Source: an optimization exercise on an open RTL-to-GDS flow (aim: small area). Production flows keep margins and buffers that such runs may drop. For this run, only the layout was checked, not whether the RTL still works. Power figures rest on the tool's default switching activity, not on a simulated workload.

==> flow/config.mk <==
export PLATFORM = sky130hd
export DESIGN_NAME = irfc_core
export DESIGN_NICKNAME = irfc_core
export VERILOG_FILES = /design/flow/design.v
export SDC_FILE = /design/flow/constraint.sdc
export NUM_CORES = 4
export LEC_CHECK = 0
export CAP_MARGIN = 20
export CORE_MARGIN = 2
export CORE_UTILIZATION = 40
export SLEW_MARGIN = 20
==> flow/run.sh <==
#!/bin/bash
# synth_recipe.tcl (not shown) runs the flow's synth.tcl, then flattens the netlist and writes it again
# the make line also repeats each setting of config.mk as NAME=value (left out here)
make -C /OpenROAD-flow-scripts/flow DESIGN_CONFIG=/design/flow/config.mk WORK_HOME=/design/flow/orfs CLKGATE_MAP_FILE= SYNTH_SCRIPT=/design/flow/synth_recipe.tcl finish
==> flow/design.v <==
module irfc_capture (
    input  wire                     clk,
    input  wire                     rst,
    input  wire                     tick,        
    input  wire                     ir_edge,     
    input  wire                     boot,        
    input  wire                     decode,      
    output wire                     frame_full,  
    output wire                     wdt_clear,   
    output wire [475:0]  buf_flat     
);
    localparam integer CNT_W      = 14;           
    localparam integer N_SLOTS    = 34;           
    localparam integer WDT_W      = 14;           
    localparam [WDT_W-1:0] WDT_LAST = 14'h3FFF;   
    reg  [CNT_W-1:0] edge_cnt;
    reg  [WDT_W-1:0] wdt_cnt;
    reg  [5:0]       idx;
    reg              gie;
    reg  [CNT_W-1:0] buf_mem [0:N_SLOTS-1];
    wire accepted = ir_edge & gie;
    wire [CNT_W-1:0] edge_after = accepted ? {CNT_W{1'b0}} : edge_cnt;
    wire [WDT_W-1:0] wdt_after  = accepted ? {WDT_W{1'b0}} : wdt_cnt;
    wire [5:0]       idx_after  = (accepted && idx < N_SLOTS) ? idx + 6'd1 : idx;
    wire wdt_ovf = tick && (wdt_after == WDT_LAST);
    assign wdt_clear  = wdt_ovf && gie;
    assign frame_full = (idx == N_SLOTS);
    always @(posedge clk) begin
        if (rst) begin
            edge_cnt <= {CNT_W{1'b0}};
            wdt_cnt  <= {WDT_W{1'b0}};
            idx      <= 6'd0;
            gie      <= 1'b0;
        end else if (boot) begin
            edge_cnt <= {CNT_W{1'b0}};
            wdt_cnt  <= {WDT_W{1'b0}};
            idx      <= 6'd0;
            gie      <= 1'b1;
        end else begin
            edge_cnt <= tick ? edge_after + 1'b1 : edge_after;
            if (tick)
                wdt_cnt <= wdt_ovf ? {WDT_W{1'b0}} : wdt_after + 1'b1;
            else
                wdt_cnt <= wdt_after;
            if (wdt_clear || decode)
                idx <= 6'd0;
            else
                idx <= idx_after;
        end
    end
    integer k;
    always @(posedge clk) begin
        if (!rst && accepted && idx < N_SLOTS) begin
            for (k = 0; k < N_SLOTS; k = k + 1)
                if (idx == k)
                    buf_mem[k] <= edge_cnt;
        end
    end
    genvar g;
    generate
        for (g = 0; g < N_SLOTS; g = g + 1) begin : g_flat
            assign buf_flat[g*CNT_W +: CNT_W] = buf_mem[g];
        end
    endgenerate
endmodule
module irfc_decoder (
    input  wire [475:0] buf_flat,    
    output reg  [31:0]              cmd
);
    localparam integer CNT_W      = 14;           
    localparam integer N_SLOTS    = 34;           
    localparam [CNT_W-1:0] T_ONE  = 14'd168;      
    integer x;
    always @(*) begin
        cmd = 32'd0;
        for (x = 2; x < N_SLOTS; x = x + 1)
            cmd = {cmd[30:0], (buf_flat[x*CNT_W +: CNT_W] > T_ONE)};
    end
endmodule
module irfc_dispatch (
    input  wire [31:0] cmd,
    output reg  [2:0]  action
);
    localparam [31:0] CODE_FWD      = 32'h00FF629D;
    localparam [31:0] CODE_BWD      = 32'h00FFA857;
    localparam [31:0] CODE_LEFT     = 32'h00FF22DD;
    localparam [31:0] CODE_RIGHT    = 32'h00FFC23D;
    localparam [31:0] CODE_SPEEDUP  = 32'h00FF906F;
    localparam [31:0] CODE_SLOWDOWN = 32'h00FFE01F;
    localparam [31:0] CODE_ACC      = 32'h00FF02FD;
    localparam [2:0] A_STOP  = 3'b000;
    localparam [2:0] A_FWD   = 3'b001;
    localparam [2:0] A_BWD   = 3'b010;
    localparam [2:0] A_LEFT  = 3'b011;
    localparam [2:0] A_RIGHT = 3'b100;
    localparam [2:0] A_SPDUP = 3'b101;
    localparam [2:0] A_SLOW  = 3'b110;
    localparam [2:0] A_ACC   = 3'b111;
    always @(*) begin
        case (cmd)
            CODE_FWD:      action = A_FWD;
            CODE_BWD:      action = A_BWD;
            CODE_LEFT:     action = A_LEFT;
            CODE_RIGHT:    action = A_RIGHT;
            CODE_SPEEDUP:  action = A_SPDUP;
            CODE_SLOWDOWN: action = A_SLOW;
            CODE_ACC:      action = A_ACC;
            default:       action = A_STOP;
        endcase
    end
endmodule
module irfc_seq (
    input  wire        clk,
    input  wire        rst,
    input  wire        tick,
    input  wire        estop_edge,   
    input  wire        frame_full,   
    input  wire        wdt_clear,    
    input  wire [31:0] cmd_dec,      
    input  wire [2:0]  lookup,       
    output reg  [31:0] cmd,
    output wire        boot,
    output wire        decode,
    output reg  [1:0]  dir_a,
    output reg  [1:0]  dir_b,
    output reg  [7:0]  pwm_a,
    output reg  [7:0]  pwm_b,
    output reg         acc,
    output reg  [2:0]  action
);
    localparam integer SETTLE_W   = 9;
    localparam [SETTLE_W-1:0] T_SETTLE = 9'd500;  
    localparam [7:0] SPEED_MIN    = 8'd0;
    localparam [7:0] SPEED_MAX    = 8'd100;
    localparam [7:0] SPEED_STEP   = 8'd10;
    localparam [7:0] SPEED_RESET  = 8'd0;
    localparam [2:0] A_STOP  = 3'b000;
    localparam [2:0] A_FWD   = 3'b001;
    localparam [2:0] A_BWD   = 3'b010;
    localparam [2:0] A_LEFT  = 3'b011;
    localparam [2:0] A_RIGHT = 3'b100;
    localparam [2:0] A_SPDUP = 3'b101;
    localparam [2:0] A_SLOW  = 3'b110;
    localparam [2:0] A_ACC   = 3'b111;
    localparam [2:0] S_IDLE     = 3'b000;
    localparam [2:0] S_DISPATCH = 3'b001;
    localparam [2:0] S_ACT      = 3'b010;
    localparam [2:0] S_SETTLE   = 3'b011;
    localparam [2:0] S_BOOT     = 3'b111;
    reg [2:0]          seq;
    reg [7:0]          speed;
    reg [SETTLE_W-1:0] settle_cnt;
    reg                estop_latch;
    assign boot   = (seq == S_BOOT);
    assign decode = (seq == S_IDLE) && frame_full && !wdt_clear;
    wire is_motion = (action == A_FWD) || (action == A_BWD) ||
                     (action == A_LEFT) || (action == A_RIGHT);
    wire [8:0] speed_up_raw = {1'b0, speed} + {1'b0, SPEED_STEP};
    wire [7:0] speed_up     = (speed_up_raw > {1'b0, SPEED_MAX}) ? SPEED_MAX : speed_up_raw[7:0];
    wire [7:0] speed_dn     = (speed < SPEED_MIN + SPEED_STEP) ? SPEED_MIN : speed - SPEED_STEP;
    reg [1:0] pat_a, pat_b;
    always @(*) begin
        case (action)
            A_FWD:   begin pat_a = 2'b10; pat_b = 2'b10; end
            A_BWD:   begin pat_a = 2'b01; pat_b = 2'b01; end
            A_LEFT:  begin pat_a = 2'b01; pat_b = 2'b10; end
            A_RIGHT: begin pat_a = 2'b10; pat_b = 2'b01; end
            default: begin pat_a = 2'b00; pat_b = 2'b00; end
        endcase
    end
    always @(posedge clk) begin
        if (rst) begin
            seq         <= S_BOOT;
            speed       <= SPEED_RESET;
            settle_cnt  <= {SETTLE_W{1'b0}};
            estop_latch <= 1'b0;
            action      <= A_STOP;
            acc         <= 1'b0;
            dir_a       <= 2'b00;
            dir_b       <= 2'b00;
            pwm_a       <= 8'd0;
            pwm_b       <= 8'd0;
        end else begin
            if (tick && settle_cnt != 0)
                settle_cnt <= settle_cnt - 1'b1;
            case (seq)
                S_BOOT: seq <= S_IDLE;
                S_IDLE: begin
                    if (decode) begin
                        cmd         <= cmd_dec;
                        estop_latch <= 1'b0;
                        seq         <= S_DISPATCH;
                    end
                end
                S_DISPATCH: begin
                    action <= lookup;
                    seq    <= S_ACT;
                end
                S_ACT: begin
                    if (is_motion) begin
                        dir_a      <= 2'b00;
                        dir_b      <= 2'b00;
                        pwm_a      <= 8'd0;
                        pwm_b      <= 8'd0;
                        settle_cnt <= T_SETTLE;
                        seq        <= S_SETTLE;
                    end else begin
                        case (action)
                            A_STOP: begin
                                dir_a <= 2'b00;
                                dir_b <= 2'b00;
                                pwm_a <= 8'd0;
                                pwm_b <= 8'd0;
                            end
                            A_SPDUP: begin
                                speed <= speed_up;
                                if (!estop_latch) begin
                                    pwm_a <= speed_up;
                                    pwm_b <= speed_up;
                                end
                            end
                            A_SLOW: begin
                                speed <= speed_dn;
                                if (!estop_latch) begin
                                    pwm_a <= speed_dn;
                                    pwm_b <= speed_dn;
                                end
                            end
                            default: acc <= ~acc;    
                        endcase
                        seq <= S_IDLE;
                    end
                end
                S_SETTLE: begin
                    if (settle_cnt == 0) begin
                        if (!estop_latch) begin
                            dir_a <= pat_a;
                            dir_b <= pat_b;
                            pwm_a <= speed;
                            pwm_b <= speed;
                        end
                        seq <= S_IDLE;
                    end
                end
                default: seq <= S_IDLE;
            endcase
            if (estop_edge) begin
                dir_a       <= 2'b00;
                dir_b       <= 2'b00;
                pwm_a       <= 8'd0;
                pwm_b       <= 8'd0;
                estop_latch <= 1'b1;
            end
        end
    end
endmodule
module irfc_core (
    input  wire       clk,
    input  wire       rst,        
    input  wire       tick,       
    input  wire       ir_in,      
    input  wire       estop_in,   
    output wire [1:0] dir_a,
    output wire [1:0] dir_b,
    output wire [7:0] pwm_a,
    output wire [7:0] pwm_b,
    output wire       acc_out,
    output wire [2:0] act_out
);
    reg ir_q, estop_q;
    always @(posedge clk) begin
        if (rst) begin
            ir_q    <= 1'b0;
            estop_q <= 1'b0;
        end else begin
            ir_q    <= ir_in;
            estop_q <= estop_in;
        end
    end
    wire ir_edge    = ir_in & ~ir_q;
    wire estop_edge = estop_in & ~estop_q;
    wire         boot, decode, frame_full, wdt_clear;
    wire [475:0] buf_flat;
    wire [31:0]  cmd_dec, cmd;
    wire [2:0]   lookup;
    irfc_capture u_capture (
        .clk(clk), .rst(rst), .tick(tick), .ir_edge(ir_edge),
        .boot(boot), .decode(decode),
        .frame_full(frame_full), .wdt_clear(wdt_clear), .buf_flat(buf_flat)
    );
    irfc_decoder u_decoder (.buf_flat(buf_flat), .cmd(cmd_dec));
    irfc_dispatch u_dispatch (.cmd(cmd), .action(lookup));
    irfc_seq u_seq (
        .clk(clk), .rst(rst), .tick(tick), .estop_edge(estop_edge),
        .frame_full(frame_full), .wdt_clear(wdt_clear),
        .cmd_dec(cmd_dec), .lookup(lookup), .cmd(cmd),
        .boot(boot), .decode(decode),
        .dir_a(dir_a), .dir_b(dir_b), .pwm_a(pwm_a), .pwm_b(pwm_b),
        .acc(acc_out), .action(act_out)
    );
endmodule
==> flow/constraint.sdc <==
create_clock -name core_clock -period 10.0 [get_ports {clk}]
set_input_delay 2.0000 -clock core_clock [delete_from_list [all_inputs] [get_ports {clk}]]
set_output_delay 2.0000 -clock core_clock [all_outputs]
set_load 0.01 [all_outputs]
==> results.json <==
{
  "drive_gt1_share_pct": 9.211,
  "power_frac_seq_pct": 54.3,
  "area_growth_pct": 14.16,
  "outcome": "finished clean",
  "drcViolationCount": 0,
  "ys_ff_latch": 554,
  "ir_drop_mv": 0.1288,
  "worst-slew-pin-transition_ns": 1.103,
  "min-delay-start": "u_seq.dir_b[0]",
  "initial_core_util_pct": 40.71,
  "yosys_warnings": 6,
  "netlist_area_um2": 20010,
  "wire_per_inst_um": 19.74,
  "rr_startpoint": "u_capture.idx[2]",
  "swShare_pct": 20.55,
  "root_buffer": "clkbuf_16",
  "antenna_cells": 0,
  "num_vias": 10650,
  "fmaxAchievable_mhz": 216.1,
  "cp-end-kind": "register",
  "slowest_delay_ns": 1.01,
  "portBuffers": 28,
  "slowest_stage": "nor2_1",
  "startpoint_type": "primary input",
  "power_switching_uw": 961.0,
  "wl_mm": 39.90,
  "core-area_um2": 49150,
  "io_pins": 29,
  "fin_cells": 2021,
  "synthArstFlopShare_pct": 0,
  "hold_viol_final": 0,
  "m1WireLength_mm": 17.40,
  "row_count": 81,
  "clk_pin_slew_ns": 0.06,
  "die_h_um": 227.7,
  "grt_util_all_layers_pct": 15.85,
  "cts_buffer_depth": 3,
  "synth_edf_count": 480,
  "power_density_nw_per_um2": 204.7,
  "mostFrequentLayoutCell": "edfxtp_1",
  "clk_latency_ns": 0.61,
  "leakagePower_uw": 0.007632,
  "hold_buffers": 0,
  "crit_chain": "clkdlybuf4s50_1, nand3b_1, buf_4, a21oi_1, nand2_1, nor2_1",
  "post-cts-setup-buffers": 0,
  "multi_input_area_um2": 3945,
  "cts_tree": "yes",
  "nNetsFinal": 1334,
  "final_cell_mix": "edfxtp_1, nor2_1, dfxtp_1",
  "syn-num-nets": 1272,
  "cts-buffers-inserted": 54,
  "route.met2.wl_mm": 19.30,
  "reg2reg_depth": 5,
  "combinationalPowerShare_pct": 4.2,
  "first_global_vias": 10420,
  "min_path_type": "reg -> reg",
  "grt_max_degree": 38,
  "fin_tns_setup_ns": 0,
  "maxSlewHeadroom_pct": 26.50,
  "synthFlopType": "edfxtp_1",
  "arrival_ns": 4.83,
  "required_ns": 10.20,
  "grt_pass1_wl_mm": 61.21,
  "drtIter0Drc": 840,
  "p_clk_share_pct": 41.5,
  "synthCells": 1258,
  "gr-total-overflow": 0,
  "antenna_found_initial": 0,
  "drt_first_pass_iters": 5,
  "regArea_um2": 15910,
  "setup_viol": 0,
  "timing.rr.end": "u_capture.buf_mem[15][13]",
  "period_share_pct": 46.28,
  "hpwl_mm": 20.97,
  "clock-sinks": 554,
  "via_per_inst": 5.269,
  "top_layer_used": "met4",
  "syn_area_per_cell_um2": 15.91,
  "critPathKind": "in -> reg",
  "cts_resized": 0,
  "synth_seq_area_share_pct": 79.43,
  "worstHoldPathCells": 2,
  "final_max_slew_viol_count": 0,
  "fill_cells": 4235,
  "rsz0062_at_grt": "false",
  "hold-path-endpoint": "u_seq.dir_b[0]",
  "place_inst": 1924,
  "fin_skew_ns": 0.02608,
  "met3_length_mm": 2.141,
  "cap_violations": 0,
  "die_x_um": 227.7,
  "p_int_uw": 3715,
  "die-area_um2": 51830,
  "routabilityCongestion": 0.8064,
  "htree_levels": 2,
  "min_period_ns": 4.628,
  "reg2reg_slack_ns": 6.57,
  "cp_max_fo": 23,
  "ant_nets": 0,
  "ys_types": 61
}
==> flip-flops by register name (all words and copies together), names as in the netlist, 3 cells and up <==
name,cells
u_seq.speed,8
u_capture.buf_mem,448
u_capture.edge_cnt,14
u_seq.pwm_a,8
u_capture.idx,6
u_capture.wdt_cnt,14
u_seq.seq,3
u_seq.cmd,32
u_seq.settle_cnt,9
u_seq.action,3
==> stage by stage <==
| stage | total power (µW) | setup WS [ns] | hold WS, ns | utilization (%) | cell area (µm²) |
|---|---|---|---|---|---|
| finish | 4676 | 5.372 | 0.4533 | 46.48 | 22840 |
| floorplan | 2733 | 5.075 | 0.4327 | - | 20010 |
| global route | 4826 | 5.151 | 0.4920 | 46.48 | 22840 |
| detailed placement | 2784 | 4.763 | 0.4477 | 42.83 | 21050 |
| global placement | 2781 | 4.897 | 0.4479 | 42.83 | 21050 |
| CTS | 4719 | 5.377 | 0.4563 | 46.26 | 22740 |
==> layout make-up <==
class	count	share of cell area, %
clock inverters	25	1.199
inverters	14	0.2300
multi-input cells	652	17.27
flip-flops and latches	554	69.64
repair buffers	44	1.840
well taps	664	3.637
clock buffers	68	6.189
==> logic make-up (layout without fill, tap and decap cells) <==
kind of cell / Yosys count / count (layout) / share of synthesized area [%]
DFF: 554 / 554 / 79.43
and+or+nand+nor: 395 / 395 / 9.961
xor gates and xnor gates: 41 / 41 / 1.795
AOI/OAI and AO/OA: 204 / 204 / 6.934
buffers and inverters: 52 / 151 / 1.163
adders and majority gates: 9 / 9 / 0.5628
muxes: 3 / 3 / 0.1501
==> routing by layer <==
metal	vias up	global-route usage, %
met3	74	2.661
met2	310	26.34
met4	0	6.009
met5	-	0
li1	4945	-
met1	5319	20.99
==> power by group through the flow <==
stage	registers (µW)	clock network (µW)	logic, µW
finish	2540	1940	197
global route	2540	2070	219
CTS	2540	1980	198
detailed placement	2590	0	197
global placement	2590	0	195
floorplan	2580	0	156
==> synthesized netlist by cell type (all sizes together), types with 4 or more instances <==
cell    count  area, µm²
nor3       19      95.09
nor2b      15      93.84
inv        14      52.55
dfxtp      74       1481
and3        7      43.79
xnor2      19      166.4
and2       10      62.56
nand3b      7      52.55
nor3b       6      45.04
nor4bb      6      60.06
a31oi      10      62.56
nand2      60      225.2
o21a       34      255.2
nor4b       4      35.03
xor2       22      192.7
edfxtp    480      14410
nand3      55      275.3
clkbuf     25      93.84
or3         7      46.29
a22oi       4      30.03
nand4      10      62.56
ha          9      112.6
nand2b      9      56.30
nor2      128      480.5
a21oi      35      175.2
nor4       37      231.5
buf        13      86.32
o21ai      58      290.3
o31a       33      289.0
==> worst max-delay path by stage <==
stage / start / to / slack (ns) / cells after the start
4_1_cts: ir_in / u_capture.buf_mem[11][6] / 5.38 / 6
5_1_grt: ir_in / u_capture.buf_mem[7][10] / 5.15 / 6
3_3_place_gp: ir_in / u_capture.buf_mem[9][0] / 4.90 / 6
3_5_place_dp: ir_in / u_capture.buf_mem[9][3] / 4.76 / 6
6_report: ir_in / u_capture.buf_mem[15][13] / 5.37 / 6
2_1_floorplan: ir_in / u_seq.cmd[0] / 5.08 / 9
==> critical path, delay by kind of cell <==
family / cells / cell delay (ns)
and+or+nand+nor: 3 / 1.69
buffers and inverters: 2 / 0.68
AOI/OAI and AO/OA: 1 / 0.44

-- separate check: timing with driven ports --
The flow's constraints put no driver on any port. The routed layout listed below was extracted and timed again, unchanged, in two steps.
Step 1, drivers: a clkbuf_16 drives clk and a buf_2 each remaining input, both assumed.
Step 2 times the ports against the registers' clock, not the clock port: input delays grow and output delays shrink by t, the midpoint of the rising clock arrivals with the driver on.
a / b / c = no drivers / after step 1 / after step 2; a / b = the first two.
t, ns: 0.647
setup slack, ns: 5.372 / 5.401 / 4.754
hold slack, ns: 0.453 / 0.453 / 0.453
latest minus earliest clock arrival (ns): 0.028 / 0.028
pins driven straight from the clock port: 1
After both steps setup and hold are still met in this run. The setup slack of this run moves by +0.029 ns with the drivers and by -0.618 ns with both steps.
